Source: an optimization exercise on an open RTL-to-GDS flow (aim: small area, a short achievable clock period and few clock cycles per item). Production flows keep margins and buffers that such runs may drop. The RTL was checked by simulation tests, not by an equivalence proof against the original design. Power is estimated from default activity; no workload was simulated.

==> flow/design.v <==
module vs23_quantizer (
    input  wire        clk,
    input  wire        rst,         
    input  wire        in_valid,
    output wire        in_ready,
    input  wire [23:0] in_rgb,      
    output wire        out_valid,
    input  wire        out_ready,
    output wire [7:0]  out_code,
    output wire        out_hit      
);
    reg [23:0] q;
    reg        v1, v2, rdy;
    wire       acc = in_valid & rdy;
    wire [7:0] r = q[23:16];
    wire [7:0] g = q[15:8];
    wire [7:0] b = q[7:0];
    wire r_gt_g, g_gt_r, g_gt_b, b_gt_g, r_gt_b, b_gt_r;
    vs23_cmp u_cmp_rg (.x(r), .y(g), .gt(r_gt_g), .lt(g_gt_r));
    vs23_cmp u_cmp_gb (.x(g), .y(b), .gt(g_gt_b), .lt(b_gt_g));
    vs23_cmp u_cmp_rb (.x(r), .y(b), .gt(r_gt_b), .lt(b_gt_r));
    reg [3:0] sector;
    always @(*) begin
        if      (!b_gt_r && b_gt_g) sector = 4'd1;    
        else if (!g_gt_r && g_gt_b) sector = 4'd2;    
        else if (!r_gt_b && r_gt_g) sector = 4'd3;    
        else if (!g_gt_b && g_gt_r) sector = 4'd4;    
        else if (!r_gt_g && r_gt_b) sector = 4'd5;    
        else if (!b_gt_g && b_gt_r) sector = 4'd6;    
        else if (r_gt_g)            sector = 4'd7;
        else if (g_gt_r)            sector = 4'd8;
        else if (b_gt_r)            sector = 4'd9;
        else                        sector = 4'd0;
    end
    wire [15:0] lyA, lyB;
    vs23_luma_csa u_csa (.r(r), .g(g), .b(b), .a(lyA), .b2(lyB));
    wire [216:0] l;
    wire [255:0] mn;
    wire        hit, hit_d;
    wire [7:0]  pcode;
    wire [31:0] hn, wn;
    vs23_pre   u_pre   (.q(q), .hn(hn), .wn(wn));
    vs23_lines u_lines (.hn(hn), .wn(wn), .l(l));
    vs23_match u_match (.l(l), .mn(mn));
    vs23_enc   u_enc   (.mn(mn), .hit(hit), .hit_d(hit_d), .pcode(pcode));
    reg        s_hit, s_hit_d;
    reg [7:0]  s_pcode;
    reg [3:0]  s_sector;
    reg [15:0] s_lyA, s_lyB;
    wire [3:0] luma4;
    vs23_luma_add u_add (.a(s_lyA), .b(s_lyB), .y(luma4));
    wire [8:0] res = {s_hit, s_hit_d ? s_pcode : {s_sector, luma4}};
    reg [8:0] e0;
    reg [8:0] e1;
    reg [8:0] e2;
    reg [8:0] e3;
    reg [3:0] f;    
    wire pop  = f[0] & out_ready;
    wire push = v2;
    wire [3:0] f_next = (pop & ~push) ? {1'b0, f[3:1]} :
                         (push & ~pop) ? {f[2:0], 1'b1} : f;
    wire [2:0] n_base = {2'b0, f[0]} + {2'b0, f[1]} + {2'b0, f[2]} + {2'b0, f[3]} + {2'b0, v2} + {2'b0, v1};
    wire rdy_nopop_noacc = n_base < 3'd4;
    wire rdy_nopop_acc   = n_base < 3'd3;
    wire rdy_pop_noacc   = n_base < 3'd5;
    wire rdy_pop_acc     = n_base < 3'd4;
    wire rdy_next = pop ? (acc ? rdy_pop_acc : rdy_pop_noacc)
                        : (acc ? rdy_nopop_acc : rdy_nopop_noacc);
    always @(posedge clk) begin
        q        <= in_rgb;
        s_hit    <= hit;
        s_hit_d  <= hit_d;
        s_pcode  <= pcode;
        s_sector <= sector;
        s_lyA    <= lyA;
        s_lyB    <= lyB;
        e0 <= pop ? (f[1] ? e1 : res) : (f[0] ? e0 : res);
        e1 <= pop ? (f[2] ? e2 : res) : (f[1] ? e1 : res);
        e2 <= pop ? (f[3] ? e3 : res) : (f[2] ? e2 : res);
        e3 <= pop ? (1'b0 ? res : res) : (f[3] ? e3 : res);
        if (rst) begin
            v1  <= 1'b0;
            v2  <= 1'b0;
            rdy <= 1'b1;
            f   <= 4'd0;
        end else begin
            v1  <= acc;
            v2  <= v1;
            rdy <= rdy_next;
            f   <= f_next;
        end
    end
    assign in_ready  = rdy;
    assign out_valid = f[0];
    assign out_code  = e0[7:0];
    assign out_hit   = e0[8];
endmodule
module vs23_luma_csa (
    input  wire [7:0]  r,
    input  wire [7:0]  g,
    input  wire [7:0]  b,
    output wire [15:0] a,
    output wire [15:0] b2
);
    wire t1;
    wire t2;
    assign t1 = r[0] ^ r[3];
    assign t2 = r[0] & r[3];
    wire t3;
    wire t4;
    vs23_fa u_fa4 (.a(r[1]), .b(r[4]), .c(r[5]), .s(t3), .co(t4));
    wire t5;
    wire t6;
    vs23_fa u_fa6 (.a(g[0]), .b(g[3]), .c(g[5]), .s(t5), .co(t6));
    wire t7;
    wire t8;
    vs23_fa u_fa8 (.a(r[2]), .b(r[5]), .c(r[6]), .s(t7), .co(t8));
    wire t9;
    wire t10;
    assign t9 = g[1] ^ g[4];
    assign t10 = g[1] & g[4];
    wire t11;
    wire t12;
    vs23_fa u_fa12 (.a(r[3]), .b(r[6]), .c(r[7]), .s(t11), .co(t12));
    wire t13;
    wire t14;
    assign t13 = r[0] ^ r[1];
    assign t14 = r[0] & r[1];
    wire t15;
    wire t16;
    vs23_fa u_fa16 (.a(r[1]), .b(r[2]), .c(g[0]), .s(t15), .co(t16));
    wire t17;
    wire t18;
    vs23_fa u_fa18 (.a(g[2]), .b(g[3]), .c(b[0]), .s(t17), .co(t18));
    wire t19;
    wire t20;
    vs23_fa u_fa20 (.a(r[2]), .b(r[3]), .c(g[1]), .s(t19), .co(t20));
    wire t21;
    wire t22;
    vs23_fa u_fa22 (.a(g[3]), .b(g[4]), .c(b[1]), .s(t21), .co(t22));
    wire t23;
    wire t24;
    assign t23 = b[2] ^ b[3];
    assign t24 = b[2] & b[3];
    wire t25;
    wire t26;
    vs23_fa u_fa26 (.a(r[4]), .b(g[2]), .c(g[4]), .s(t25), .co(t26));
    wire t27;
    wire t28;
    vs23_fa u_fa28 (.a(g[5]), .b(b[2]), .c(b[3]), .s(t27), .co(t28));
    wire t29;
    wire t30;
    vs23_fa u_fa30 (.a(b[4]), .b(b[6]), .c(t1), .s(t29), .co(t30));
    wire t31;
    wire t32;
    vs23_fa u_fa32 (.a(g[6]), .b(b[3]), .c(b[4]), .s(t31), .co(t32));
    wire t33;
    wire t34;
    assign t33 = ~(b[5] ^ b[7]);
    assign t34 = b[5] | b[7];
    wire t35;
    wire t36;
    vs23_fa u_fa36 (.a(t3), .b(t5), .c(t2), .s(t35), .co(t36));
    wire t37;
    wire t38;
    vs23_fa u_fa38 (.a(g[6]), .b(g[7]), .c(b[4]), .s(t37), .co(t38));
    wire t39;
    wire t40;
    vs23_fa u_fa40 (.a(b[5]), .b(b[6]), .c(t7), .s(t39), .co(t40));
    wire t41;
    wire t42;
    vs23_fa u_fa42 (.a(t9), .b(t4), .c(t6), .s(t41), .co(t42));
    wire t43;
    wire t44;
    vs23_fa u_fa44 (.a(g[2]), .b(g[5]), .c(g[7]), .s(t43), .co(t44));
    wire t45;
    wire t46;
    vs23_fa u_fa46 (.a(b[5]), .b(b[6]), .c(b[7]), .s(t45), .co(t46));
    wire t47;
    wire t48;
    vs23_fa u_fa48 (.a(t11), .b(t8), .c(t10), .s(t47), .co(t48));
    wire t49;
    wire t50;
    vs23_fa u_fa50 (.a(r[4]), .b(r[7]), .c(g[3]), .s(t49), .co(t50));
    wire t51;
    wire t52;
    vs23_fa u_fa52 (.a(g[6]), .b(b[6]), .c(b[7]), .s(t51), .co(t52));
    wire t53;
    wire t54;
    assign t53 = r[0] ^ g[0];
    assign t54 = r[0] & g[0];
    wire t55;
    wire t56;
    vs23_fa u_fa56 (.a(g[1]), .b(g[2]), .c(b[0]), .s(t55), .co(t56));
    wire t57;
    wire t58;
    assign t57 = b[1] ^ b[3];
    assign t58 = b[1] & b[3];
    wire t59;
    wire t60;
    vs23_fa u_fa60 (.a(b[1]), .b(b[2]), .c(b[4]), .s(t59), .co(t60));
    wire t61;
    wire t62;
    vs23_fa u_fa62 (.a(t15), .b(t17), .c(t14), .s(t61), .co(t62));
    wire t63;
    wire t64;
    vs23_fa u_fa64 (.a(b[5]), .b(t19), .c(t21), .s(t63), .co(t64));
    wire t65;
    wire t66;
    vs23_fa u_fa66 (.a(t23), .b(t16), .c(t18), .s(t65), .co(t66));
    wire t67;
    wire t68;
    vs23_fa u_fa68 (.a(t25), .b(t27), .c(t29), .s(t67), .co(t68));
    wire t69;
    wire t70;
    vs23_fa u_fa70 (.a(t20), .b(t22), .c(t24), .s(t69), .co(t70));
    wire t71;
    wire t72;
    vs23_fa u_fa72 (.a(t31), .b(t33), .c(t35), .s(t71), .co(t72));
    wire t73;
    wire t74;
    vs23_fa u_fa74 (.a(t26), .b(t28), .c(t30), .s(t73), .co(t74));
    wire t75;
    wire t76;
    vs23_fa u_fa76 (.a(t37), .b(t39), .c(t41), .s(t75), .co(t76));
    wire t77;
    wire t78;
    vs23_fa u_fa78 (.a(t32), .b(t34), .c(t36), .s(t77), .co(t78));
    wire t79;
    wire t80;
    vs23_fa u_fa80 (.a(t43), .b(t45), .c(t47), .s(t79), .co(t80));
    wire t81;
    wire t82;
    vs23_fa u_fa82 (.a(t38), .b(t40), .c(t42), .s(t81), .co(t82));
    wire t83;
    wire t84;
    vs23_fa u_fa84 (.a(t12), .b(t49), .c(t51), .s(t83), .co(t84));
    wire t85;
    wire t86;
    vs23_fa u_fa86 (.a(t44), .b(t46), .c(t48), .s(t85), .co(t86));
    wire t87;
    wire t88;
    vs23_fa u_fa88 (.a(r[5]), .b(g[4]), .c(g[7]), .s(t87), .co(t88));
    wire t89;
    wire t90;
    vs23_fa u_fa90 (.a(b[7]), .b(t50), .c(t52), .s(t89), .co(t90));
    wire t91;
    wire t92;
    assign t91 = g[1] ^ b[0];
    assign t92 = g[1] & b[0];
    wire t93;
    wire t94;
    vs23_fa u_fa94 (.a(t13), .b(t55), .c(t57), .s(t93), .co(t94));
    wire t95;
    wire t96;
    vs23_fa u_fa96 (.a(t59), .b(t61), .c(t56), .s(t95), .co(t96));
    wire t97;
    wire t98;
    vs23_fa u_fa98 (.a(t63), .b(t65), .c(t60), .s(t97), .co(t98));
    wire t99;
    wire t100;
    vs23_fa u_fa100 (.a(t67), .b(t69), .c(t64), .s(t99), .co(t100));
    wire t101;
    wire t102;
    vs23_fa u_fa102 (.a(t71), .b(t73), .c(t68), .s(t101), .co(t102));
    wire t103;
    wire t104;
    vs23_fa u_fa104 (.a(t75), .b(t77), .c(t72), .s(t103), .co(t104));
    wire t105;
    wire t106;
    vs23_fa u_fa106 (.a(t79), .b(t81), .c(t76), .s(t105), .co(t106));
    wire t107;
    wire t108;
    vs23_fa u_fa108 (.a(t83), .b(t85), .c(t80), .s(t107), .co(t108));
    wire t109;
    wire t110;
    vs23_fa u_fa110 (.a(t87), .b(t89), .c(t84), .s(t109), .co(t110));
    wire t111;
    wire t112;
    vs23_fa u_fa112 (.a(r[6]), .b(g[5]), .c(t88), .s(t111), .co(t112));
    wire t113;
    wire t114;
    assign t113 = b[2] ^ t53;
    assign t114 = b[2] & t53;
    wire t115;
    wire t116;
    vs23_fa u_fa116 (.a(t54), .b(t93), .c(t92), .s(t115), .co(t116));
    wire t117;
    wire t118;
    vs23_fa u_fa118 (.a(t58), .b(t95), .c(t94), .s(t117), .co(t118));
    wire t119;
    wire t120;
    vs23_fa u_fa120 (.a(t62), .b(t97), .c(t96), .s(t119), .co(t120));
    wire t121;
    wire t122;
    vs23_fa u_fa122 (.a(t66), .b(t99), .c(t98), .s(t121), .co(t122));
    wire t123;
    wire t124;
    vs23_fa u_fa124 (.a(t70), .b(t101), .c(t100), .s(t123), .co(t124));
    wire t125;
    wire t126;
    vs23_fa u_fa126 (.a(t74), .b(t103), .c(t102), .s(t125), .co(t126));
    wire t127;
    wire t128;
    vs23_fa u_fa128 (.a(t78), .b(t105), .c(t104), .s(t127), .co(t128));
    wire t129;
    wire t130;
    vs23_fa u_fa130 (.a(t82), .b(t107), .c(t106), .s(t129), .co(t130));
    wire t131;
    wire t132;
    vs23_fa u_fa132 (.a(t86), .b(t109), .c(t108), .s(t131), .co(t132));
    wire t133;
    wire t134;
    vs23_fa u_fa134 (.a(t90), .b(t111), .c(t110), .s(t133), .co(t134));
    wire t135;
    wire t136;
    vs23_fa u_fa136 (.a(r[7]), .b(g[6]), .c(t112), .s(t135), .co(t136));
    assign a  = {1'b0, g[7], t135, t133, t131, t129, t127, t125, t123, t121, t119, t117, t115, t91, g[0], 1'b0};
    assign b2 = {1'b0, t136, t134, t132, t130, t128, t126, t124, t122, t120, t118, t116, t114, t113, b[1], 1'b0};
endmodule
module vs23_luma_add (
    input  wire [15:0] a,
    input  wire [15:0] b,
    output wire [3:0]  y
);
    wire [15:0] gg = a & b;
    wire [15:0] pp = a | b;
    wire [5:0] g2 = {gg[11] | (pp[11] & gg[10]), gg[9] | (pp[9] & gg[8]), gg[7] | (pp[7] & gg[6]),
                     gg[5] | (pp[5] & gg[4]), gg[3] | (pp[3] & gg[2]), gg[1] | (pp[1] & gg[0])};
    wire [5:0] p2 = {pp[11] & pp[10], pp[9] & pp[8], pp[7] & pp[6],
                     pp[5] & pp[4], pp[3] & pp[2], pp[1] & pp[0]};
    wire g4a = g2[5] | (p2[5] & g2[4]);
    wire p4a = p2[5] & p2[4];
    wire g4b = g2[3] | (p2[3] & g2[2]);
    wire p4b = p2[3] & p2[2];
    wire c12 = g4a | (p4a & (g4b | (p4b & (g2[1] | (p2[1] & g2[0])))));
    wire [3:0] s = a[15:12] + b[15:12] + {3'b0, c12};
    assign y = s;
endmodule
module vs23_cmp (
    input  wire [7:0] x,
    input  wire [7:0] y,
    output wire       gt,
    output wire       lt
);
    wire [7:0] g1 = x & ~y;
    wire [7:0] l1 = ~x & y;
    wire [3:0] g2, l2;
    wire [1:0] g4, l4;
    genvar i;
    generate
        for (i = 0; i < 4; i = i + 1) begin : lv2
            assign g2[i] = g1[2*i+1] | (~l1[2*i+1] & g1[2*i]);
            assign l2[i] = l1[2*i+1] | (~g1[2*i+1] & l1[2*i]);
        end
        for (i = 0; i < 2; i = i + 1) begin : lv4
            assign g4[i] = g2[2*i+1] | (~l2[2*i+1] & g2[2*i]);
            assign l4[i] = l2[2*i+1] | (~g2[2*i+1] & l2[2*i]);
        end
    endgenerate
    assign gt = g4[1] | (~l4[1] & g4[0]);
    assign lt = l4[1] | (~g4[1] & l4[0]);
endmodule
module vs23_fa (input wire a, input wire b, input wire c, output wire s, output wire co);
    assign s  = a ^ b ^ c;
    assign co = (a & b) | (a & c) | (b & c);
endmodule
module vs23_pre (input wire [23:0] q, output wire [31:0] hn, output wire [31:0] wn);
    wire [5:0] x0 = {q[23], q[11], q[10], q[8], q[2], q[1]};
    assign hn[7:0] = ~(8'd1 << x0[5:3]);
    assign wn[7:0] = ~(8'd1 << x0[2:0]);
    wire [5:0] x1 = {q[22], q[20], q[14], q[13], q[6], q[5]};
    assign hn[15:8] = ~(8'd1 << x1[5:3]);
    assign wn[15:8] = ~(8'd1 << x1[2:0]);
    wire [5:0] x2 = {q[21], q[19], q[15], q[12], q[7], q[3]};
    assign hn[23:16] = ~(8'd1 << x2[5:3]);
    assign wn[23:16] = ~(8'd1 << x2[2:0]);
    wire [5:0] x3 = {q[18], q[17], q[16], q[9], q[4], q[0]};
    assign hn[31:24] = ~(8'd1 << x3[5:3]);
    assign wn[31:24] = ~(8'd1 << x3[2:0]);
endmodule
module vs23_lines (input wire [31:0] hn, input wire [31:0] wn, output wire [216:0] l);
    assign l[0] = ~(hn[0] | wn[0]);    
    assign l[1] = ~(hn[0] | wn[1]);    
    assign l[2] = ~(hn[0] | wn[2]);    
    assign l[3] = ~(hn[0] | wn[3]);    
    assign l[4] = ~(hn[0] | wn[4]);    
    assign l[5] = ~(hn[0] | wn[5]);    
    assign l[6] = ~(hn[0] | wn[6]);    
    assign l[7] = ~(hn[1] | wn[0]);    
    assign l[8] = ~(hn[1] | wn[1]);    
    assign l[9] = ~(hn[1] | wn[2]);    
    assign l[10] = ~(hn[1] | wn[3]);    
    assign l[11] = ~(hn[1] | wn[4]);    
    assign l[12] = ~(hn[1] | wn[5]);    
    assign l[13] = ~(hn[1] | wn[6]);    
    assign l[14] = ~(hn[1] | wn[7]);    
    assign l[15] = ~(hn[2] | wn[1]);    
    assign l[16] = ~(hn[2] | wn[2]);    
    assign l[17] = ~(hn[2] | wn[3]);    
    assign l[18] = ~(hn[2] | wn[4]);    
    assign l[19] = ~(hn[2] | wn[5]);    
    assign l[20] = ~(hn[2] | wn[6]);    
    assign l[21] = ~(hn[2] | wn[7]);    
    assign l[22] = ~(hn[3] | wn[0]);    
    assign l[23] = ~(hn[3] | wn[2]);    
    assign l[24] = ~(hn[3] | wn[3]);    
    assign l[25] = ~(hn[3] | wn[4]);    
    assign l[26] = ~(hn[3] | wn[5]);    
    assign l[27] = ~(hn[3] | wn[6]);    
    assign l[28] = ~(hn[3] | wn[7]);    
    assign l[29] = ~(hn[4] | wn[0]);    
    assign l[30] = ~(hn[4] | wn[4]);    
    assign l[31] = ~(hn[4] | wn[5]);    
    assign l[32] = ~(hn[4] | wn[6]);    
    assign l[33] = ~(hn[4] | wn[7]);    
    assign l[34] = ~(hn[5] | wn[0]);    
    assign l[35] = ~(hn[5] | wn[1]);    
    assign l[36] = ~(hn[5] | wn[2]);    
    assign l[37] = ~(hn[5] | wn[3]);    
    assign l[38] = ~(hn[5] | wn[4]);    
    assign l[39] = ~(hn[5] | wn[5]);    
    assign l[40] = ~(hn[5] | wn[6]);    
    assign l[41] = ~(hn[5] | wn[7]);    
    assign l[42] = ~(hn[6] | wn[0]);    
    assign l[43] = ~(hn[6] | wn[1]);    
    assign l[44] = ~(hn[6] | wn[2]);    
    assign l[45] = ~(hn[6] | wn[3]);    
    assign l[46] = ~(hn[6] | wn[4]);    
    assign l[47] = ~(hn[6] | wn[5]);    
    assign l[48] = ~(hn[6] | wn[6]);    
    assign l[49] = ~(hn[6] | wn[7]);    
    assign l[50] = ~(hn[7] | wn[0]);    
    assign l[51] = ~(hn[7] | wn[1]);    
    assign l[52] = ~(hn[7] | wn[2]);    
    assign l[53] = ~(hn[7] | wn[3]);    
    assign l[54] = ~(hn[7] | wn[4]);    
    assign l[55] = ~(hn[7] | wn[5]);    
    assign l[56] = ~(hn[7] | wn[6]);    
    assign l[57] = ~(hn[7] | wn[7]);    
    assign l[58] = ~(hn[8] | wn[8]);    
    assign l[59] = ~(hn[8] | wn[9]);    
    assign l[60] = ~(hn[8] | wn[10]);    
    assign l[61] = ~(hn[8] | wn[11]);    
    assign l[62] = ~(hn[8] | wn[12]);    
    assign l[63] = ~(hn[8] | wn[13]);    
    assign l[64] = ~(hn[8] | wn[14]);    
    assign l[65] = ~(hn[8] | wn[15]);    
    assign l[66] = ~(hn[9] | wn[10]);    
    assign l[67] = ~(hn[9] | wn[11]);    
    assign l[68] = ~(hn[9] | wn[12]);    
    assign l[69] = ~(hn[9] | wn[13]);    
    assign l[70] = ~(hn[9] | wn[14]);    
    assign l[71] = ~(hn[9] | wn[15]);    
    assign l[72] = ~(hn[10] | wn[8]);    
    assign l[73] = ~(hn[10] | wn[9]);    
    assign l[74] = ~(hn[10] | wn[10]);    
    assign l[75] = ~(hn[10] | wn[11]);    
    assign l[76] = ~(hn[10] | wn[12]);    
    assign l[77] = ~(hn[10] | wn[13]);    
    assign l[78] = ~(hn[10] | wn[14]);    
    assign l[79] = ~(hn[10] | wn[15]);    
    assign l[80] = ~(hn[11] | wn[9]);    
    assign l[81] = ~(hn[11] | wn[12]);    
    assign l[82] = ~(hn[11] | wn[13]);    
    assign l[83] = ~(hn[11] | wn[14]);    
    assign l[84] = ~(hn[11] | wn[15]);    
    assign l[85] = ~(hn[12] | wn[8]);    
    assign l[86] = ~(hn[12] | wn[9]);    
    assign l[87] = ~(hn[12] | wn[10]);    
    assign l[88] = ~(hn[12] | wn[11]);    
    assign l[89] = ~(hn[12] | wn[12]);    
    assign l[90] = ~(hn[12] | wn[13]);    
    assign l[91] = ~(hn[12] | wn[14]);    
    assign l[92] = ~(hn[12] | wn[15]);    
    assign l[93] = ~(hn[13] | wn[8]);    
    assign l[94] = ~(hn[13] | wn[10]);    
    assign l[95] = ~(hn[13] | wn[11]);    
    assign l[96] = ~(hn[13] | wn[12]);    
    assign l[97] = ~(hn[13] | wn[13]);    
    assign l[98] = ~(hn[13] | wn[14]);    
    assign l[99] = ~(hn[13] | wn[15]);    
    assign l[100] = ~(hn[14] | wn[8]);    
    assign l[101] = ~(hn[14] | wn[10]);    
    assign l[102] = ~(hn[14] | wn[13]);    
    assign l[103] = ~(hn[15] | wn[8]);    
    assign l[104] = ~(hn[15] | wn[9]);    
    assign l[105] = ~(hn[15] | wn[10]);    
    assign l[106] = ~(hn[15] | wn[11]);    
    assign l[107] = ~(hn[15] | wn[15]);    
    assign l[108] = ~(hn[16] | wn[16]);    
    assign l[109] = ~(hn[16] | wn[17]);    
    assign l[110] = ~(hn[16] | wn[18]);    
    assign l[111] = ~(hn[16] | wn[19]);    
    assign l[112] = ~(hn[16] | wn[20]);    
    assign l[113] = ~(hn[16] | wn[21]);    
    assign l[114] = ~(hn[16] | wn[22]);    
    assign l[115] = ~(hn[16] | wn[23]);    
    assign l[116] = ~(hn[17] | wn[16]);    
    assign l[117] = ~(hn[17] | wn[17]);    
    assign l[118] = ~(hn[17] | wn[18]);    
    assign l[119] = ~(hn[17] | wn[19]);    
    assign l[120] = ~(hn[17] | wn[20]);    
    assign l[121] = ~(hn[17] | wn[21]);    
    assign l[122] = ~(hn[17] | wn[22]);    
    assign l[123] = ~(hn[17] | wn[23]);    
    assign l[124] = ~(hn[18] | wn[18]);    
    assign l[125] = ~(hn[18] | wn[20]);    
    assign l[126] = ~(hn[18] | wn[21]);    
    assign l[127] = ~(hn[19] | wn[17]);    
    assign l[128] = ~(hn[19] | wn[18]);    
    assign l[129] = ~(hn[19] | wn[19]);    
    assign l[130] = ~(hn[19] | wn[20]);    
    assign l[131] = ~(hn[19] | wn[21]);    
    assign l[132] = ~(hn[19] | wn[22]);    
    assign l[133] = ~(hn[19] | wn[23]);    
    assign l[134] = ~(hn[20] | wn[16]);    
    assign l[135] = ~(hn[20] | wn[18]);    
    assign l[136] = ~(hn[20] | wn[19]);    
    assign l[137] = ~(hn[20] | wn[20]);    
    assign l[138] = ~(hn[20] | wn[21]);    
    assign l[139] = ~(hn[20] | wn[22]);    
    assign l[140] = ~(hn[20] | wn[23]);    
    assign l[141] = ~(hn[21] | wn[16]);    
    assign l[142] = ~(hn[21] | wn[17]);    
    assign l[143] = ~(hn[21] | wn[18]);    
    assign l[144] = ~(hn[21] | wn[21]);    
    assign l[145] = ~(hn[21] | wn[22]);    
    assign l[146] = ~(hn[21] | wn[23]);    
    assign l[147] = ~(hn[22] | wn[16]);    
    assign l[148] = ~(hn[22] | wn[17]);    
    assign l[149] = ~(hn[22] | wn[18]);    
    assign l[150] = ~(hn[22] | wn[19]);    
    assign l[151] = ~(hn[22] | wn[20]);    
    assign l[152] = ~(hn[22] | wn[21]);    
    assign l[153] = ~(hn[22] | wn[22]);    
    assign l[154] = ~(hn[22] | wn[23]);    
    assign l[155] = ~(hn[23] | wn[17]);    
    assign l[156] = ~(hn[23] | wn[18]);    
    assign l[157] = ~(hn[23] | wn[19]);    
    assign l[158] = ~(hn[23] | wn[20]);    
    assign l[159] = ~(hn[23] | wn[21]);    
    assign l[160] = ~(hn[23] | wn[22]);    
    assign l[161] = ~(hn[23] | wn[23]);    
    assign l[162] = ~(hn[24] | wn[24]);    
    assign l[163] = ~(hn[24] | wn[25]);    
    assign l[164] = ~(hn[24] | wn[26]);    
    assign l[165] = ~(hn[24] | wn[27]);    
    assign l[166] = ~(hn[24] | wn[28]);    
    assign l[167] = ~(hn[24] | wn[29]);    
    assign l[168] = ~(hn[25] | wn[24]);    
    assign l[169] = ~(hn[25] | wn[25]);    
    assign l[170] = ~(hn[25] | wn[26]);    
    assign l[171] = ~(hn[25] | wn[27]);    
    assign l[172] = ~(hn[25] | wn[28]);    
    assign l[173] = ~(hn[25] | wn[29]);    
    assign l[174] = ~(hn[25] | wn[30]);    
    assign l[175] = ~(hn[25] | wn[31]);    
    assign l[176] = ~(hn[26] | wn[24]);    
    assign l[177] = ~(hn[26] | wn[25]);    
    assign l[178] = ~(hn[26] | wn[26]);    
    assign l[179] = ~(hn[26] | wn[27]);    
    assign l[180] = ~(hn[26] | wn[28]);    
    assign l[181] = ~(hn[26] | wn[29]);    
    assign l[182] = ~(hn[26] | wn[30]);    
    assign l[183] = ~(hn[26] | wn[31]);    
    assign l[184] = ~(hn[27] | wn[25]);    
    assign l[185] = ~(hn[27] | wn[27]);    
    assign l[186] = ~(hn[27] | wn[28]);    
    assign l[187] = ~(hn[27] | wn[29]);    
    assign l[188] = ~(hn[27] | wn[31]);    
    assign l[189] = ~(hn[28] | wn[24]);    
    assign l[190] = ~(hn[28] | wn[25]);    
    assign l[191] = ~(hn[28] | wn[26]);    
    assign l[192] = ~(hn[28] | wn[27]);    
    assign l[193] = ~(hn[28] | wn[28]);    
    assign l[194] = ~(hn[28] | wn[30]);    
    assign l[195] = ~(hn[28] | wn[31]);    
    assign l[196] = ~(hn[29] | wn[24]);    
    assign l[197] = ~(hn[29] | wn[25]);    
    assign l[198] = ~(hn[29] | wn[27]);    
    assign l[199] = ~(hn[29] | wn[28]);    
    assign l[200] = ~(hn[29] | wn[29]);    
    assign l[201] = ~(hn[29] | wn[30]);    
    assign l[202] = ~(hn[29] | wn[31]);    
    assign l[203] = ~(hn[30] | wn[25]);    
    assign l[204] = ~(hn[30] | wn[26]);    
    assign l[205] = ~(hn[30] | wn[27]);    
    assign l[206] = ~(hn[30] | wn[28]);    
    assign l[207] = ~(hn[30] | wn[29]);    
    assign l[208] = ~(hn[30] | wn[30]);    
    assign l[209] = ~(hn[30] | wn[31]);    
    assign l[210] = ~(hn[31] | wn[24]);    
    assign l[211] = ~(hn[31] | wn[26]);    
    assign l[212] = ~(hn[31] | wn[27]);    
    assign l[213] = ~(hn[31] | wn[28]);    
    assign l[214] = ~(hn[31] | wn[29]);    
    assign l[215] = ~(hn[31] | wn[30]);    
    assign l[216] = ~(hn[31] | wn[31]);    
endmodule
module vs23_match (input wire [216:0] l, output wire [255:0] mn);
    assign mn[0] = ~(l[0] & l[58] & l[108] & l[162]);    
    assign mn[1] = ~(l[2] & l[63] & l[116] & l[165]);    
    assign mn[2] = ~(l[19] & l[68] & l[116] & l[170]);    
    assign mn[3] = ~(l[18] & l[69] & l[121] & l[175]);    
    assign mn[4] = ~(l[14] & l[60] & l[113] & l[215]);    
    assign mn[5] = ~(l[17] & l[61] & l[114] & l[213]);    
    assign mn[6] = ~(l[3] & l[63] & l[129] & l[163]);    
    assign mn[7] = ~(l[8] & l[66] & l[126] & l[195]);    
    assign mn[8] = ~(l[16] & l[66] & l[127] & l[196]);    
    assign mn[9] = ~(l[13] & l[60] & l[124] & l[208]);    
    assign mn[10] = ~(l[4] & l[72] & l[112] & l[171]);    
    assign mn[11] = ~(l[24] & l[81] & l[112] & l[174]);    
    assign mn[12] = ~(l[28] & l[81] & l[112] & l[174]);    
    assign mn[13] = ~(l[28] & l[82] & l[112] & l[172]);    
    assign mn[14] = ~(l[28] & l[84] & l[112] & l[172]);    
    assign mn[15] = ~(l[26] & l[84] & l[113] & l[173]);    
    assign mn[16] = ~(l[1] & l[73] & l[116] & l[171]);    
    assign mn[17] = ~(l[0] & l[73] & l[117] & l[170]);    
    assign mn[18] = ~(l[2] & l[73] & l[117] & l[171]);    
    assign mn[19] = ~(l[8] & l[75] & l[109] & l[177]);    
    assign mn[20] = ~(l[12] & l[73] & l[108] & l[179]);    
    assign mn[21] = ~(l[12] & l[75] & l[108] & l[179]);    
    assign mn[22] = ~(l[10] & l[72] & l[111] & l[183]);    
    assign mn[23] = ~(l[10] & l[73] & l[111] & l[181]);    
    assign mn[24] = ~(l[14] & l[73] & l[111] & l[181]);    
    assign mn[25] = ~(l[14] & l[75] & l[111] & l[181]);    
    assign mn[26] = ~(l[12] & l[75] & l[110] & l[182]);    
    assign mn[27] = ~(l[16] & l[82] & l[110] & l[179]);    
    assign mn[28] = ~(l[27] & l[75] & l[123] & l[197]);    
    assign mn[29] = ~(l[8] & l[74] & l[111] & l[208]);    
    assign mn[30] = ~(l[11] & l[84] & l[121] & l[206]);    
    assign mn[31] = ~(l[9] & l[76] & l[127] & l[182]);    
    assign mn[32] = ~(l[1] & l[82] & l[132] & l[187]);    
    assign mn[33] = ~(l[0] & l[82] & l[133] & l[186]);    
    assign mn[34] = ~(l[4] & l[82] & l[133] & l[186]);    
    assign mn[35] = ~(l[5] & l[82] & l[133] & l[187]);    
    assign mn[36] = ~(l[10] & l[83] & l[132] & l[185]);    
    assign mn[37] = ~(l[14] & l[81] & l[130] & l[185]);    
    assign mn[38] = ~(l[14] & l[82] & l[130] & l[184]);    
    assign mn[39] = ~(l[14] & l[84] & l[130] & l[184]);    
    assign mn[40] = ~(l[1] & l[63] & l[134] & l[180]);    
    assign mn[41] = ~(l[11] & l[66] & l[137] & l[213]);    
    assign mn[42] = ~(l[28] & l[68] & l[145] & l[214]);    
    assign mn[43] = ~(l[26] & l[68] & l[146] & l[213]);    
    assign mn[44] = ~(l[27] & l[68] & l[146] & l[213]);    
    assign mn[45] = ~(l[28] & l[68] & l[146] & l[214]);    
    assign mn[46] = ~(l[3] & l[60] & l[147] & l[165]);    
    assign mn[47] = ~(l[0] & l[60] & l[148] & l[164]);    
    assign mn[48] = ~(l[0] & l[61] & l[148] & l[162]);    
    assign mn[49] = ~(l[0] & l[61] & l[148] & l[164]);    
    assign mn[50] = ~(l[21] & l[65] & l[154] & l[174]);    
    assign mn[51] = ~(l[21] & l[65] & l[154] & l[175]);    
    assign mn[52] = ~(l[25] & l[62] & l[151] & l[168]);    
    assign mn[53] = ~(l[23] & l[63] & l[152] & l[172]);    
    assign mn[54] = ~(l[23] & l[65] & l[153] & l[174]);    
    assign mn[55] = ~(l[24] & l[65] & l[153] & l[175]);    
    assign mn[56] = ~(l[25] & l[65] & l[154] & l[174]);    
    assign mn[57] = ~(l[26] & l[65] & l[154] & l[175]);    
    assign mn[58] = ~(l[18] & l[64] & l[160] & l[183]);    
    assign mn[59] = ~(l[3] & l[77] & l[138] & l[162]);    
    assign mn[60] = ~(l[5] & l[77] & l[137] & l[188]);    
    assign mn[61] = ~(l[9] & l[79] & l[138] & l[207]);    
    assign mn[62] = ~(l[10] & l[79] & l[138] & l[207]);    
    assign mn[63] = ~(l[7] & l[79] & l[137] & l[208]);    
    assign mn[64] = ~(l[9] & l[79] & l[137] & l[209]);    
    assign mn[65] = ~(l[13] & l[79] & l[137] & l[209]);    
    assign mn[66] = ~(l[12] & l[79] & l[138] & l[208]);    
    assign mn[67] = ~(l[15] & l[79] & l[138] & l[205]);    
    assign mn[68] = ~(l[19] & l[78] & l[137] & l[203]);    
    assign mn[69] = ~(l[19] & l[74] & l[146] & l[205]);    
    assign mn[70] = ~(l[21] & l[80] & l[161] & l[184]);    
    assign mn[71] = ~(l[11] & l[78] & l[155] & l[191]);    
    assign mn[72] = ~(l[7] & l[78] & l[155] & l[194]);    
    assign mn[73] = ~(l[7] & l[76] & l[157] & l[194]);    
    assign mn[74] = ~(l[7] & l[77] & l[157] & l[193]);    
    assign mn[75] = ~(l[7] & l[79] & l[157] & l[193]);    
    assign mn[76] = ~(l[11] & l[77] & l[156] & l[194]);    
    assign mn[77] = ~(l[12] & l[77] & l[156] & l[194]);    
    assign mn[78] = ~(l[15] & l[77] & l[156] & l[192]);    
    assign mn[79] = ~(l[17] & l[72] & l[148] & l[208]);    
    assign mn[80] = ~(l[16] & l[73] & l[150] & l[206]);    
    assign mn[81] = ~(l[0] & l[76] & l[154] & l[203]);    
    assign mn[82] = ~(l[9] & l[94] & l[108] & l[169]);    
    assign mn[83] = ~(l[11] & l[95] & l[108] & l[171]);    
    assign mn[84] = ~(l[11] & l[93] & l[110] & l[169]);    
    assign mn[85] = ~(l[12] & l[93] & l[110] & l[168]);    
    assign mn[86] = ~(l[13] & l[93] & l[110] & l[168]);    
    assign mn[87] = ~(l[9] & l[93] & l[110] & l[172]);    
    assign mn[88] = ~(l[7] & l[93] & l[111] & l[173]);    
    assign mn[89] = ~(l[11] & l[93] & l[111] & l[173]);    
    assign mn[90] = ~(l[5] & l[96] & l[119] & l[176]);    
    assign mn[91] = ~(l[1] & l[96] & l[119] & l[181]);    
    assign mn[92] = ~(l[6] & l[96] & l[119] & l[180]);    
    assign mn[93] = ~(l[4] & l[96] & l[118] & l[183]);    
    assign mn[94] = ~(l[9] & l[97] & l[119] & l[179]);    
    assign mn[95] = ~(l[10] & l[97] & l[119] & l[178]);    
    assign mn[96] = ~(l[10] & l[97] & l[119] & l[179]);    
    assign mn[97] = ~(l[7] & l[98] & l[118] & l[176]);    
    assign mn[98] = ~(l[9] & l[94] & l[108] & l[189]);    
    assign mn[99] = ~(l[18] & l[89] & l[117] & l[190]);    
    assign mn[100] = ~(l[23] & l[88] & l[121] & l[200]);    
    assign mn[101] = ~(l[19] & l[92] & l[115] & l[208]);    
    assign mn[102] = ~(l[19] & l[88] & l[117] & l[205]);    
    assign mn[103] = ~(l[6] & l[85] & l[120] & l[204]);    
    assign mn[104] = ~(l[27] & l[95] & l[120] & l[213]);    
    assign mn[105] = ~(l[17] & l[91] & l[133] & l[163]);    
    assign mn[106] = ~(l[5] & l[99] & l[130] & l[198]);    
    assign mn[107] = ~(l[20] & l[103] & l[121] & l[181]);    
    assign mn[108] = ~(l[20] & l[105] & l[122] & l[183]);    
    assign mn[109] = ~(l[23] & l[105] & l[122] & l[179]);    
    assign mn[110] = ~(l[27] & l[103] & l[123] & l[179]);    
    assign mn[111] = ~(l[22] & l[105] & l[123] & l[181]);    
    assign mn[112] = ~(l[25] & l[103] & l[121] & l[181]);    
    assign mn[113] = ~(l[26] & l[103] & l[121] & l[180]);    
    assign mn[114] = ~(l[26] & l[103] & l[121] & l[182]);    
    assign mn[115] = ~(l[18] & l[104] & l[118] & l[187]);    
    assign mn[116] = ~(l[13] & l[105] & l[112] & l[198]);    
    assign mn[117] = ~(l[8] & l[101] & l[126] & l[171]);    
    assign mn[118] = ~(l[9] & l[101] & l[132] & l[182]);    
    assign mn[119] = ~(l[28] & l[107] & l[129] & l[180]);    
    assign mn[120] = ~(l[7] & l[97] & l[138] & l[178]);    
    assign mn[121] = ~(l[11] & l[97] & l[138] & l[179]);    
    assign mn[122] = ~(l[8] & l[97] & l[138] & l[182]);    
    assign mn[123] = ~(l[12] & l[97] & l[138] & l[183]);    
    assign mn[124] = ~(l[11] & l[98] & l[137] & l[180]);    
    assign mn[125] = ~(l[11] & l[96] & l[139] & l[180]);    
    assign mn[126] = ~(l[12] & l[96] & l[139] & l[181]);    
    assign mn[127] = ~(l[16] & l[96] & l[139] & l[176]);    
    assign mn[128] = ~(l[10] & l[99] & l[134] & l[206]);    
    assign mn[129] = ~(l[10] & l[91] & l[150] & l[177]);    
    assign mn[130] = ~(l[27] & l[85] & l[161] & l[176]);    
    assign mn[131] = ~(l[0] & l[98] & l[160] & l[190]);    
    assign mn[132] = ~(l[2] & l[97] & l[160] & l[215]);    
    assign mn[133] = ~(l[6] & l[102] & l[141] & l[198]);    
    assign mn[134] = ~(l[14] & l[107] & l[137] & l[216]);    
    assign mn[135] = ~(l[17] & l[104] & l[152] & l[165]);    
    assign mn[136] = ~(l[22] & l[101] & l[155] & l[182]);    
    assign mn[137] = ~(l[14] & l[100] & l[148] & l[216]);    
    assign mn[138] = ~(l[9] & l[105] & l[149] & l[211]);    
    assign mn[139] = ~(l[29] & l[67] & l[108] & l[164]);    
    assign mn[140] = ~(l[54] & l[71] & l[115] & l[193]);    
    assign mn[141] = ~(l[44] & l[69] & l[123] & l[203]);    
    assign mn[142] = ~(l[44] & l[71] & l[123] & l[203]);    
    assign mn[143] = ~(l[42] & l[71] & l[122] & l[204]);    
    assign mn[144] = ~(l[46] & l[69] & l[120] & l[204]);    
    assign mn[145] = ~(l[46] & l[71] & l[120] & l[204]);    
    assign mn[146] = ~(l[48] & l[71] & l[120] & l[205]);    
    assign mn[147] = ~(l[47] & l[71] & l[121] & l[204]);    
    assign mn[148] = ~(l[43] & l[71] & l[121] & l[209]);    
    assign mn[149] = ~(l[30] & l[71] & l[114] & l[212]);    
    assign mn[150] = ~(l[42] & l[58] & l[129] & l[162]);    
    assign mn[151] = ~(l[31] & l[69] & l[126] & l[196]);    
    assign mn[152] = ~(l[44] & l[67] & l[131] & l[208]);    
    assign mn[153] = ~(l[36] & l[61] & l[127] & l[214]);    
    assign mn[154] = ~(l[32] & l[80] & l[113] & l[187]);    
    assign mn[155] = ~(l[57] & l[80] & l[128] & l[166]);    
    assign mn[156] = ~(l[46] & l[72] & l[133] & l[171]);    
    assign mn[157] = ~(l[42] & l[72] & l[124] & l[196]);    
    assign mn[158] = ~(l[31] & l[82] & l[130] & l[202]);    
    assign mn[159] = ~(l[37] & l[83] & l[131] & l[198]);    
    assign mn[160] = ~(l[39] & l[81] & l[133] & l[197]);    
    assign mn[161] = ~(l[35] & l[81] & l[133] & l[200]);    
    assign mn[162] = ~(l[39] & l[81] & l[133] & l[200]);    
    assign mn[163] = ~(l[43] & l[83] & l[130] & l[198]);    
    assign mn[164] = ~(l[43] & l[84] & l[130] & l[197]);    
    assign mn[165] = ~(l[44] & l[84] & l[130] & l[196]);    
    assign mn[166] = ~(l[57] & l[77] & l[133] & l[210]);    
    assign mn[167] = ~(l[37] & l[68] & l[136] & l[167]);    
    assign mn[168] = ~(l[42] & l[61] & l[142] & l[172]);    
    assign mn[169] = ~(l[46] & l[61] & l[142] & l[172]);    
    assign mn[170] = ~(l[50] & l[61] & l[142] & l[168]);    
    assign mn[171] = ~(l[51] & l[61] & l[142] & l[169]);    
    assign mn[172] = ~(l[53] & l[61] & l[142] & l[168]);    
    assign mn[173] = ~(l[57] & l[61] & l[142] & l[168]);    
    assign mn[174] = ~(l[54] & l[61] & l[141] & l[171]);    
    assign mn[175] = ~(l[51] & l[61] & l[141] & l[174]);    
    assign mn[176] = ~(l[56] & l[67] & l[143] & l[171]);    
    assign mn[177] = ~(l[37] & l[69] & l[146] & l[170]);    
    assign mn[178] = ~(l[44] & l[65] & l[135] & l[211]);    
    assign mn[179] = ~(l[45] & l[65] & l[135] & l[211]);    
    assign mn[180] = ~(l[42] & l[65] & l[136] & l[211]);    
    assign mn[181] = ~(l[42] & l[65] & l[136] & l[212]);    
    assign mn[182] = ~(l[43] & l[65] & l[136] & l[211]);    
    assign mn[183] = ~(l[47] & l[65] & l[136] & l[212]);    
    assign mn[184] = ~(l[43] & l[64] & l[135] & l[214]);    
    assign mn[185] = ~(l[48] & l[64] & l[135] & l[213]);    
    assign mn[186] = ~(l[47] & l[64] & l[151] & l[166]);    
    assign mn[187] = ~(l[33] & l[70] & l[147] & l[168]);    
    assign mn[188] = ~(l[36] & l[69] & l[149] & l[177]);    
    assign mn[189] = ~(l[43] & l[63] & l[157] & l[180]);    
    assign mn[190] = ~(l[37] & l[66] & l[157] & l[179]);    
    assign mn[191] = ~(l[37] & l[71] & l[153] & l[186]);    
    assign mn[192] = ~(l[42] & l[59] & l[155] & l[200]);    
    assign mn[193] = ~(l[57] & l[70] & l[148] & l[205]);    
    assign mn[194] = ~(l[44] & l[77] & l[137] & l[176]);    
    assign mn[195] = ~(l[47] & l[83] & l[134] & l[179]);    
    assign mn[196] = ~(l[51] & l[75] & l[145] & l[180]);    
    assign mn[197] = ~(l[35] & l[76] & l[134] & l[214]);    
    assign mn[198] = ~(l[57] & l[77] & l[160] & l[171]);    
    assign mn[199] = ~(l[47] & l[77] & l[161] & l[188]);    
    assign mn[200] = ~(l[31] & l[74] & l[148] & l[189]);    
    assign mn[201] = ~(l[40] & l[72] & l[152] & l[192]);    
    assign mn[202] = ~(l[45] & l[72] & l[155] & l[202]);    
    assign mn[203] = ~(l[41] & l[85] & l[114] & l[170]);    
    assign mn[204] = ~(l[52] & l[96] & l[118] & l[169]);    
    assign mn[205] = ~(l[49] & l[92] & l[108] & l[193]);    
    assign mn[206] = ~(l[53] & l[92] & l[108] & l[189]);    
    assign mn[207] = ~(l[53] & l[90] & l[110] & l[189]);    
    assign mn[208] = ~(l[53] & l[90] & l[110] & l[191]);    
    assign mn[209] = ~(l[50] & l[90] & l[111] & l[191]);    
    assign mn[210] = ~(l[50] & l[90] & l[111] & l[192]);    
    assign mn[211] = ~(l[56] & l[92] & l[110] & l[190]);    
    assign mn[212] = ~(l[54] & l[92] & l[111] & l[189]);    
    assign mn[213] = ~(l[57] & l[91] & l[120] & l[201]);    
    assign mn[214] = ~(l[50] & l[94] & l[109] & l[209]);    
    assign mn[215] = ~(l[51] & l[86] & l[126] & l[177]);    
    assign mn[216] = ~(l[51] & l[87] & l[130] & l[177]);    
    assign mn[217] = ~(l[37] & l[93] & l[125] & l[187]);    
    assign mn[218] = ~(l[31] & l[93] & l[127] & l[186]);    
    assign mn[219] = ~(l[52] & l[94] & l[129] & l[189]);    
    assign mn[220] = ~(l[43] & l[98] & l[130] & l[208]);    
    assign mn[221] = ~(l[41] & l[93] & l[126] & l[211]);    
    assign mn[222] = ~(l[49] & l[104] & l[123] & l[164]);    
    assign mn[223] = ~(l[49] & l[104] & l[123] & l[165]);    
    assign mn[224] = ~(l[45] & l[103] & l[122] & l[167]);    
    assign mn[225] = ~(l[49] & l[105] & l[121] & l[167]);    
    assign mn[226] = ~(l[53] & l[105] & l[121] & l[163]);    
    assign mn[227] = ~(l[53] & l[105] & l[121] & l[165]);    
    assign mn[228] = ~(l[51] & l[106] & l[120] & l[162]);    
    assign mn[229] = ~(l[55] & l[106] & l[120] & l[163]);    
    assign mn[230] = ~(l[41] & l[104] & l[116] & l[191]);    
    assign mn[231] = ~(l[52] & l[101] & l[127] & l[162]);    
    assign mn[232] = ~(l[38] & l[100] & l[126] & l[199]);    
    assign mn[233] = ~(l[56] & l[105] & l[133] & l[198]);    
    assign mn[234] = ~(l[54] & l[94] & l[140] & l[172]);    
    assign mn[235] = ~(l[50] & l[88] & l[140] & l[186]);    
    assign mn[236] = ~(l[56] & l[95] & l[139] & l[194]);    
    assign mn[237] = ~(l[31] & l[99] & l[143] & l[190]);    
    assign mn[238] = ~(l[46] & l[88] & l[134] & l[197]);    
    assign mn[239] = ~(l[34] & l[99] & l[144] & l[202]);    
    assign mn[240] = ~(l[54] & l[88] & l[158] & l[170]);    
    assign mn[241] = ~(l[50] & l[86] & l[159] & l[174]);    
    assign mn[242] = ~(l[51] & l[86] & l[159] & l[174]);    
    assign mn[243] = ~(l[53] & l[86] & l[159] & l[175]);    
    assign mn[244] = ~(l[50] & l[87] & l[158] & l[172]);    
    assign mn[245] = ~(l[51] & l[87] & l[158] & l[172]);    
    assign mn[246] = ~(l[53] & l[87] & l[158] & l[173]);    
    assign mn[247] = ~(l[51] & l[87] & l[159] & l[172]);    
    assign mn[248] = ~(l[44] & l[93] & l[158] & l[182]);    
    assign mn[249] = ~(l[53] & l[99] & l[157] & l[206]);    
    assign mn[250] = ~(l[48] & l[86] & l[149] & l[212]);    
    assign mn[251] = ~(l[38] & l[106] & l[135] & l[202]);    
    assign mn[252] = ~(l[53] & l[102] & l[152] & l[178]);    
    assign mn[253] = ~(l[44] & l[102] & l[156] & l[208]);    
    assign mn[254] = ~(l[53] & l[106] & l[147] & l[215]);    
    assign mn[255] = ~(l[57] & l[107] & l[161] & l[216]);    
endmodule
module vs23_enc (input wire [255:0] mn, output wire hit, output wire hit_d, output wire [7:0] pcode);
    wire hit_s = ~&(mn | ~256'h8200020008000080200000009041004900140004000000001040010000000401);
    assign hit_d = ~&(mn | ~256'h7dfffdfff7ffff7fdfffffff6fbeffb6ffebfffbffffffffefbffefffffffbfe);
    assign hit = hit_d | hit_s;
    assign pcode[0] = ~&(mn | ~256'h34a31169173f525c8d140ade008817a63d0812eb1f6a55076885fcb5304ab354);
    assign pcode[1] = &(mn | ~256'h0054a801b35f0f479ce5d1cd25244c9499e39ef9a072a30922ab04416e430a20);
    assign pcode[2] = ~&(mn | ~256'h192344f9859b3475d0184e622d0c1c2496e031d0a10cd439698e82059acb817c);
    assign pcode[3] = &(mn | ~256'h5018fd689512b87e8637252105048b90070be4b2544e93d94c208637f59293c8);
    assign pcode[4] = &(mn | ~256'h09d9bc261098f03d5c79670a6f30c6825ea3d938aa7e1f66051388c86f62810c);
    assign pcode[5] = &(mn | ~256'h00b0208c0241fb045aa3044f03960032fde8d93a52a64eeaee15c07e00453b6a);
    assign pcode[6] = ~&(mn | ~256'h25e4e18e7431017100c943336824712254c922909f0ed98e0b8fd0487255ba0a);
    assign pcode[7] = &(mn | ~256'h5110b01fb03c3c0a9142f902602ae404f6c19e191122fa1401942c55cec38950);
endmodule
==> flow/run.sh <==
#!/bin/bash
# synth_recipe.tcl (not shown) runs the flow's synth.tcl, then flattens the netlist and writes it again
# the make line also repeats each setting of config.mk as NAME=value (left out here)
make -C /OpenROAD-flow-scripts/flow DESIGN_CONFIG=/design/flow/config.mk WORK_HOME=/design/flow/orfs CLKGATE_MAP_FILE= SYNTH_SCRIPT=/design/flow/synth_recipe.tcl finish
==> flow/config.mk <==
export PLATFORM = sky130hd
export DESIGN_NAME = vs23_quantizer
export DESIGN_NICKNAME = vs23_quantizer
export VERILOG_FILES = /design/flow/design.v
export SDC_FILE = /design/flow/constraint.sdc
export NUM_CORES = 4
export LEC_CHECK = 0
export CAP_MARGIN = 20
export CORE_MARGIN = 2
export CORE_UTILIZATION = 30
export SETUP_SLACK_MARGIN = 5
export SLEW_MARGIN = 20
export SYNTH_HIERARCHICAL = 1
export SYNTH_MEMORY_MAX_BITS = 16384
export SYNTH_MINIMUM_KEEP_SIZE = 0
==> flow/constraint.sdc <==
create_clock -name core_clock -period 10.0 [get_ports {clk}]
set_input_delay 2.0000 -clock core_clock [delete_from_list [all_inputs] [get_ports {clk}]]
set_output_delay 2.0000 -clock core_clock [all_outputs]
set_load 0.01 [all_outputs]
==> results_dict.tcl, run 1 <==
set metrics [dict create \
    clock_sinks 113 \
    antenna_found_initial 6 \
    start_util 0.305 \
    muxShareOfSynthArea 0.0309 \
    drtPass1Iterations 7 \
    p_per_area_nw_per_um2 166 \
    final_nets 1509 \
    rr_startpoint "q[13]" \
    grt_pass1_vias 13200 \
    grt_max_degree 23 \
    fin_crit_sh 0.448 \
    synthSimpleGateAreaFrac 0.449 \
    row_count 69 \
    clock-root-buffer "clkbuf_16" \
    cts_tree "yes" \
    r2r-end "s_pcode[2]" \
    numCtsBuffers 17 \
    status "timing/DRC/antenna clean" \
    met3_usage 0.178 \
    start_kind "register" \
    switching_power_mw 0.751 \
    core_region_area_sq_um 35600 \
    pwr-share-comb 0.354 \
    fin_tns_setup_ps 0 \
    reg2reg_slack_ps 5520 \
    die_x_um 194 \
    drv_slew 0 \
    post-route-drc-count 0 \
    power_mw 2.01 \
    drt_wl_total_um 85300 \
    area_growth_pct 11.5 \
    irDropWorstVdd_mv 0.200 \
    antenna_left 0 \
    synthDistinctLibCells 64 \
    insertion_delay_ps 420 \
    min_from "e3[8]" \
    fillers 3837 \
    p_int_mw 1.26 \
    synth-warning-count 7 \
    synthAdderAreaFrac 0.153 \
    min_period_ps 4480 \
    busiest_layer "met2" \
    synth_seq_cells 113 \
    yosys.area.top_type "nand4_1" \
    cp.arrival_ps 4780 \
    power_frac_clock 0.309 \
    synth.top_cell.area_share 0.197 \
    hpwl_um 68500 \
    synth_flop_cell "dfxtp_1" \
    whs_ps 479 \
    clkTransAtPathRegs_ps 60 \
    maxCapViolCount 0 \
    vias 13900 \
    rsz0062_at_grt "false" \
    synth_compound_area_frac 0.0673 \
    p_leak_nw 4.92 \
    hold_path.class "reg -> reg" \
    place.gp.congestion 1.17 \
    avgRoutedWirePerCell_um 45.3 \
    p_seq_frac 0.337 \
    switching_share 0.374 \
    synth_top_family_by_area "simple AND/OR/NAND/NOR gates" \
    crit_path_max_fanout 17 \
    dp_cells 1845 \
    die_area_sq_um 37700 \
    met1_usage 0.552 \
    whs_path_depth 1 \
    dieHeight_um 194 \
    syn_area_sq_um 10800 \
    vias_per_cell 7.36 \
    ys_seq_area_frac 0.217 \
    timing.final.hold_violations 0 \
    post-route-util 0.340 \
    endpoint_kind "register" \
    drt_iter0_markers 2226 \
    io_pins 39 \
    synth.avg_cell_area_sq_um 7.80 \
    finalSetupViolations 0 \
    cts_max_level 4 \
    clock_skew_ps 9.16 \
    layout-drive-gt1-share 0.0932 \
    grt_pass1_wl_um 114000 \
    synthArstFlopShare 0 \
    synth_edf_count 9 \
    clock_path_buffers 2 \
    gr-total-overflow 0 \
    port_buffers 38 \
    timing.fmax_mhz 223 \
    syn-instance-count 1389 \
    grt_use_met2 0.638 \
    post_cts_buffers 0 \
    final_cells 1883 \
    synth.top_cells.by_area "nand4_1 20%, dfxtp_1 19%, fa_1 12%" \
    cts_resized 0 \
    cts_hold_buf 0 \
    yosys.area_share.xor_xnor 0.00242 \
    worst_slew_margin_rel 0.130 \
    grt_usage 0.444 \
    critPathRequiredTime_ps 10300 \
    reg2regPathDepth 8 \
    tightest_slew_ps 1300 \
    hold_path_end "e3[8]" \
    worst-setup-path-type "reg -> reg" \
]
-- power by group through the flow --
stage	clock network, mW	registers (mW)	logic [mW]
after floorplan	0	0.658	0.560
after global placement	0	0.674	0.644
after detailed placement	0	0.682	0.685
after CTS	0.628	0.674	0.700
after global routing	0.647	0.689	0.774
final	0.620	0.677	0.711
-- worst max path at each step --
stage / from / slack [ps] / depth (start not counted) / end
2_1_floorplan: q[20] / 6620 / 6 / s_lyA[7]
3_3_place_gp: q[13] / 5940 / 8 / s_pcode[3]
3_5_place_dp: out_ready / 5890 / 7 / f[1]
4_1_cts: q[13] / 6110 / 8 / s_pcode[2]
5_1_grt: q[13] / 5660 / 8 / s_pcode[2]
6_report: q[13] / 5520 / 8 / s_pcode[2]
-- per-module statistics from Yosys, one instance, submodules excluded --
module | flip-flops and latches | cells inside | cell area (sq um) | times used
vs23_cmp | 0 | 31 | 224 | 3
vs23_enc | 0 | 264 | 1420 | 1
vs23_fa | 0 | 1 | 20.0 | 59
vs23_lines | 0 | 236 | 1030 | 1
vs23_luma_add | 0 | 36 | 274 | 1
vs23_luma_csa | 0 | 46 | 372 | 1
vs23_match | 0 | 292 | 1810 | 1
vs23_pre | 0 | 64 | 480 | 1
vs23_quantizer | 113 | 299 | 3600 | 1
-- flip-flops by register name, indices dropped and copies added (netlist names), 4 cells and up --
register  count
e3            9
s_lyA        16
s_pcode       8
s_sector      4
f             4
s_lyB        16
q            24
e1            9
e2            9
e0            9
-- layer usage --
layer,wire (um),vias to the layer above
met1,32800,6904
li1,-,5298
met5,27,-
met2,34400,1304
met3,11400,346
met4,6550,4
-- final cells by class --
class,count,area (sq um),area share
inverters,34,128,0.0106
well taps,461,577,0.0477
clock buffers,17,425,0.0352
multi-input cells,1147,7650,0.633
clock inverters,15,173,0.0143
diodes,6,15.0,0.00124
repair buffers,90,771,0.0637
flip-flops and latches,113,2350,0.195
-- worst max-delay path, stage by stage (launching register included) --
cell,delay (ps)
dfxtp_1,800
or3b_1,600
nor2_2,850
nand4_1,820
nand2_1,500
nor3_1,90
nand3_1,290
nor4_1,110
nand4_1,290
-- Yosys cell counts (4+ instances only) --
library cell  instances
buf_4                40
nor3_1               26
nand3b_1             24
o21ai_0              18
buf_6                24
or4_1                 5
maj3_2               18
edfxtp_1              9
or3_1                11
inv_1                29
nand2b_1             21
nand3_1              61
mux2i_1              17
buf_2                33
dfxtp_1             104
fa_1                 64
a21oi_1              23
a211oi_1              9
o22ai_1              17
nand4_1             342
nor2_1              272
ha_1                 14
inv_2                 5
or3b_1               24
a21boi_0              5
nor4_1               33
mux2_2                6
o21ai_1               4
nand2_1              63
-- cells in the final DEF (no fill, tap or decap), types with 4 or more instances in the layout --
cell type        instances
o21ai_1                  4
nand2_1                 63
nand3_1                 61
clkbuf_16               17
o22ai_1                 17
o21ai_0                 18
buf_4                   52
mux2_2                   6
inv_6                    5
inv_2                    5
or4_1                    5
nand2b_1                21
nand4_1                342
nor4_1                  33
nor2_2                   7
clkdlybuf4s50_1         38
nor3_1                  26
or3_1                   11
or3b_1                  24
fa_1                    64
diode_2                  6
nor2_1                 265
mux2i_1                 17
dfxtp_1                104
ha_1                    14
a21boi_0                 5
edfxtp_1                 9
conb_1                   4
a211oi_1                 9
a21oi_1                 23
nand3b_1                24
maj3_2                  18
inv_1                   29
-- stage by stage --
step	instance area, sq um	setup WS [ps]
2_1_floorplan	10900	6620
3_3_place_gp	11500	5940
3_5_place_dp	11500	5890
4_1_cts	12100	6110
5_1_grt	12100	5660
6_report	12100	5520
-- kinds of logic after synthesis --
family	after synthesis
xor+xnor	3
fa+ha+maj	96
simple gates	906
buf+inv	132
flops	113
mux	29
compound gates	109
other cells	1
Testbench counts, summed over its fixed seeds: cycles 4,824, items 4,800.
==> run 2: changes to the inputs <==
==> flow/flow/run.sh (new file) <==
#!/bin/bash
set -euo pipefail
bash standard.sh SETUP_SLACK_MARGIN=7 finish > standard_flow.log 2>&1
==> flow/standard.sh (new file) <==
#!/bin/bash
# synth_recipe.tcl (not shown) runs the flow's synth.tcl, then flattens the netlist and writes it again
# the make line also repeats each setting of config.mk as NAME=value (left out here)
make -C /OpenROAD-flow-scripts/flow DESIGN_CONFIG=/design/flow/config.mk WORK_HOME=/design/flow/orfs CLKGATE_MAP_FILE= SYNTH_SCRIPT=/design/flow/synth_recipe.tcl "${@:-finish}"
removed: flow/run.sh
==> run 2 against run 1 <==
- still clean on timing, DRC and antenna
- setup slack better by 1300 ps
- clock power decreased by 1%
- register-to-register slack better by 1300 ps
- global-route usage down 0.38 points
- die area did not move
- flip-flop and latch count unchanged
- clock skew up 5.2 ps
- largest cell class unchanged
- largest power group unchanged
==> results_dict.tcl, run 2 <==
set metrics [dict create \
    die_area_sq_um 37700 \
    maxCapViolCount 0 \
    hpwl_um 65800 \
    fillers 3827 \
    clock_sinks 113 \
    synth_most_common_cell "nand4_1" \
    critPathRequiredTime_ps 10270 \
    synth_edf_count 9 \
    largest_reg_flops 24 \
    grt_max_degree 23 \
    area_growth_pct 21.7 \
    fin_crit_sh 0.318 \
    grt_pass1_wl_um 114000 \
    whs_ps 465 \
    start_kind "register" \
    antenna_found_initial 3 \
    met3_usage 0.241 \
    hold_path.class "reg -> reg" \
    layout-drive-gt1-share 0.229 \
    irDropWorstVdd_mv 0.157 \
    clock_skew_ps 14.3 \
    endpoint_kind "register" \
    min_from "e3[8]" \
    gr-total-overflow 0 \
    syn-instance-count 1389 \
    busiest_layer "met2" \
    synth_seq_cells 113 \
    vias_per_cell 7.30 \
    synthArstFlopShare 0 \
    ff_latch_area_sq_um 2450 \
    critical_path.cell_chain "nand3b_1, nor2_1, buf_4, nand4_1, nand4_1, nor4_1, nand4b_1, nor4_1" \
    synth_flop_cell "dfxtp_1" \
    cp_slowest_cell "nor4_1" \
    min_period_ps 3180 \
    place.gp.congestion 1.34 \
    grt_usage 0.440 \
    clkTransAtPathRegs_ps 60 \
    finalSetupViolations 0 \
    avgRoutedWirePerCell_um 43.1 \
    p_leak_nw 5.40 \
    regMostFlops "q" \
    insertion_delay_ps 430 \
    largest_registers "q (24), s_lyA (16), s_lyB (16)" \
    clock-root-buffer "clkbuf_16" \
    synthDistinctLibCells 64 \
    grt_pass1_vias 13600 \
    synth-warning-count 7 \
    met1_usage 0.525 \
    yosys.area.top_type "nand4_1" \
    multi_input_area_sq_um 8080 \
    crit_path_max_fanout 15 \
    layout_common_cells "342 x nand4_1, 232 x nor2_1, 129 x buf_4, 77 x dfxtp_1, 63 x nand2_1" \
    status "timing/DRC/antenna clean" \
    dieHeight_um 194 \
    synth.avg_cell_area_sq_um 7.80 \
    die_x_um 194 \
    final_nets 1589 \
    synth.top_cells.by_area "nand4_1 20%, dfxtp_1 19%, fa_1 12%" \
    cts_max_level 4 \
    critPathMaxStageDelay_ps 530 \
    worst-setup-path-type "reg -> reg" \
    port_buffers 38 \
    netlist_top_cells_count "342 x nand4_1, 272 x nor2_1, 104 x dfxtp_1" \
    worst_slew_margin_rel 0.226 \
    post-route-drc-count 0 \
    core_region_area_sq_um 35600 \
    final_common_cell "nand4_1" \
    rr_startpoint "q[0]" \
    path_delay_family "simple AND/OR/NAND/NOR gates" \
    timing.critical_path.from "q[0]" \
    drt_iter0_markers 2826 \
    fin_tns_setup_ps 0 \
    synth.top_cell.area_share 0.197 \
    cts_hold_buf 0 \
    antenna_left 0 \
    start_util 0.305 \
    numCtsBuffers 17 \
    cts_tree "yes" \
    path_buf_inv 1 \
    ys_seq_area_frac 0.217 \
    io_pins 39 \
    drv_slew 0 \
    vias 14300 \
    drtPass1Iterations 11 \
    clock_path_buffers 2 \
    row_count 69 \
    timing.fmax_mhz 315 \
    grt_use_met2 0.606 \
    tightest_slew_ps 1160 \
    cp.arrival_ps 3450 \
    syn_area_sq_um 10800 \
    p_per_area_nw_per_um2 152 \
    rsz0062_at_grt "true" \
    timing.final.hold_violations 0 \
    drt_wl_total_um 84600 \
]
==> run 2: cell counts after synthesis <==
Identical to the previous run, type by type.
==> run 2: worst reg2reg max path, cell delays in order, from the launching register on <==
cell and delay, ps:
dfxtp_4 450, nand3b_1 320, nor2_1 270, buf_4 220, nand4_1 400, nand4_1 260, nor4_1 530, nand4b_1 160
nor4_1 420
==> run 2: cell families (layout without fill, tap and decap cells) <==
kind of cell | after synthesis | after routing | synth area share
muxes | 29 | 29 | 0.0309
adders and majority gates | 96 | 96 | 0.153
and+or+nand+nor | 906 | 907 | 0.449
DFF | 113 | 113 | 0.217
buffers and inverters | 132 | 235 | 0.0800
xor gates and xnor gates | 3 | 3 | 0.00242
other | 1 | 11 | 0.000346
AOI/OAI and AO/OA | 109 | 109 | 0.0673
==> run 2: final cells by class <==
type | instances | share of cell area
antenna | 7 | 0.00133
inverter | 34 | 0.0102
clock buffer | 21 | 0.0373
tap | 461 | 0.0437
timing repair buffer | 169 | 0.101
clock inverter | 11 | 0.00844
sequential | 113 | 0.186
multi-input combinational | 1148 | 0.613
==> run 2: modules after synthesis, one instance, submodules excluded <==
module          copies in the design  cells inside  flip-flops and latches
vs23_quantizer                     1           299                     113
vs23_pre                           1            64                       0
vs23_lines                         1           236                       0
vs23_luma_csa                      1            46                       0
vs23_cmp                           3            31                       0
vs23_luma_add                      1            36                       0
vs23_match                         1           292                       0
vs23_enc                           1           264                       0
vs23_fa                           59             1                       0
==> run 2: path summary, 6_finish.rpt <==
check,endpoint,slack (ps),cells after the start
setup / recovery,s_pcode[1],6820,8
hold / removal,e3[8],470,1
setup reg to reg,s_pcode[1],6820,8
hold reg to reg,e3[8],470,1
==> run 2: per-stage QoR <==
stage	std cells	worst slack, ps	instance area (sq um)	power, mW	util
detailed placement	1843	6030	11500	1.34	0.324
global placement	1842	6030	11500	1.32	0.323
finish	1964	6820	13200	2.00	0.371
CTS	1928	7000	12800	1.98	0.359
global route	1957	6930	13200	2.12	0.370
floorplan	1392	7000	10900	1.22	-
==> run 2: repair_timing <==
action	CTS	global route
pin swaps	8	10
setup buffers	52	29
setup endpoints to repair	53	22
gates cloned	1	0
resized for setup	137	46
==> run 2: metal layers <==
metal / vias to the layer above / wire (um)
li1: 5467 / -
met1: 7023 / 31600
met2: 1394 / 32800
met3: 449 / 12500
met4: 8 / 7500
met5: - / 174
==> run 2: power by group <==
group / leakage (nW) / internal [mW] / switching (mW) / total [mW]
combinational: 4.13 / 0.311 / 0.406 / 0.717
sequential: 0.976 / 0.580 / 0.0894 / 0.669
clock: 0.298 / 0.381 / 0.233 / 0.614
total: 5.40 / 1.27 / 0.729 / 2.00

==> port drivers added, routing unchanged <==
The flow's constraints put no driver on any port. The routed layouts listed below were extracted and timed again, unchanged, in two steps. Step 1 (the two cells are an assumption about what drives the block):
set clk [get_ports {clk}]
set_driving_cell -lib_cell sky130_fd_sc_hd__clkbuf_16 $clk
set_driving_cell -lib_cell sky130_fd_sc_hd__buf_2 [delete_from_list [all_inputs] $clk]
Step 2, shift: input delay + t, output delay - t, t = (earliest + latest rising clock arrival at the registers) / 2. This alone moves slack from input paths to output paths. Slacks: ideal ports / drivers / drivers and shift; pairs: ideal ports / drivers.
run	t, ns	slack for setup (ns)	hold slack, ns	worst slew at a driven data input, ns
run 1	0.468	5.521 / 5.521 / 5.521	0.479 / 0.479 / 0.479	0.07
run 2	0.461	6.821 / 6.821 / 6.616	0.465 / 0.465 / 0.465	0.04
After both steps setup and hold are still met in every run listed. For run 2, which loses most, drivers alone change the setup slack by 0.000 ns; drivers and shift together by -0.205 ns.
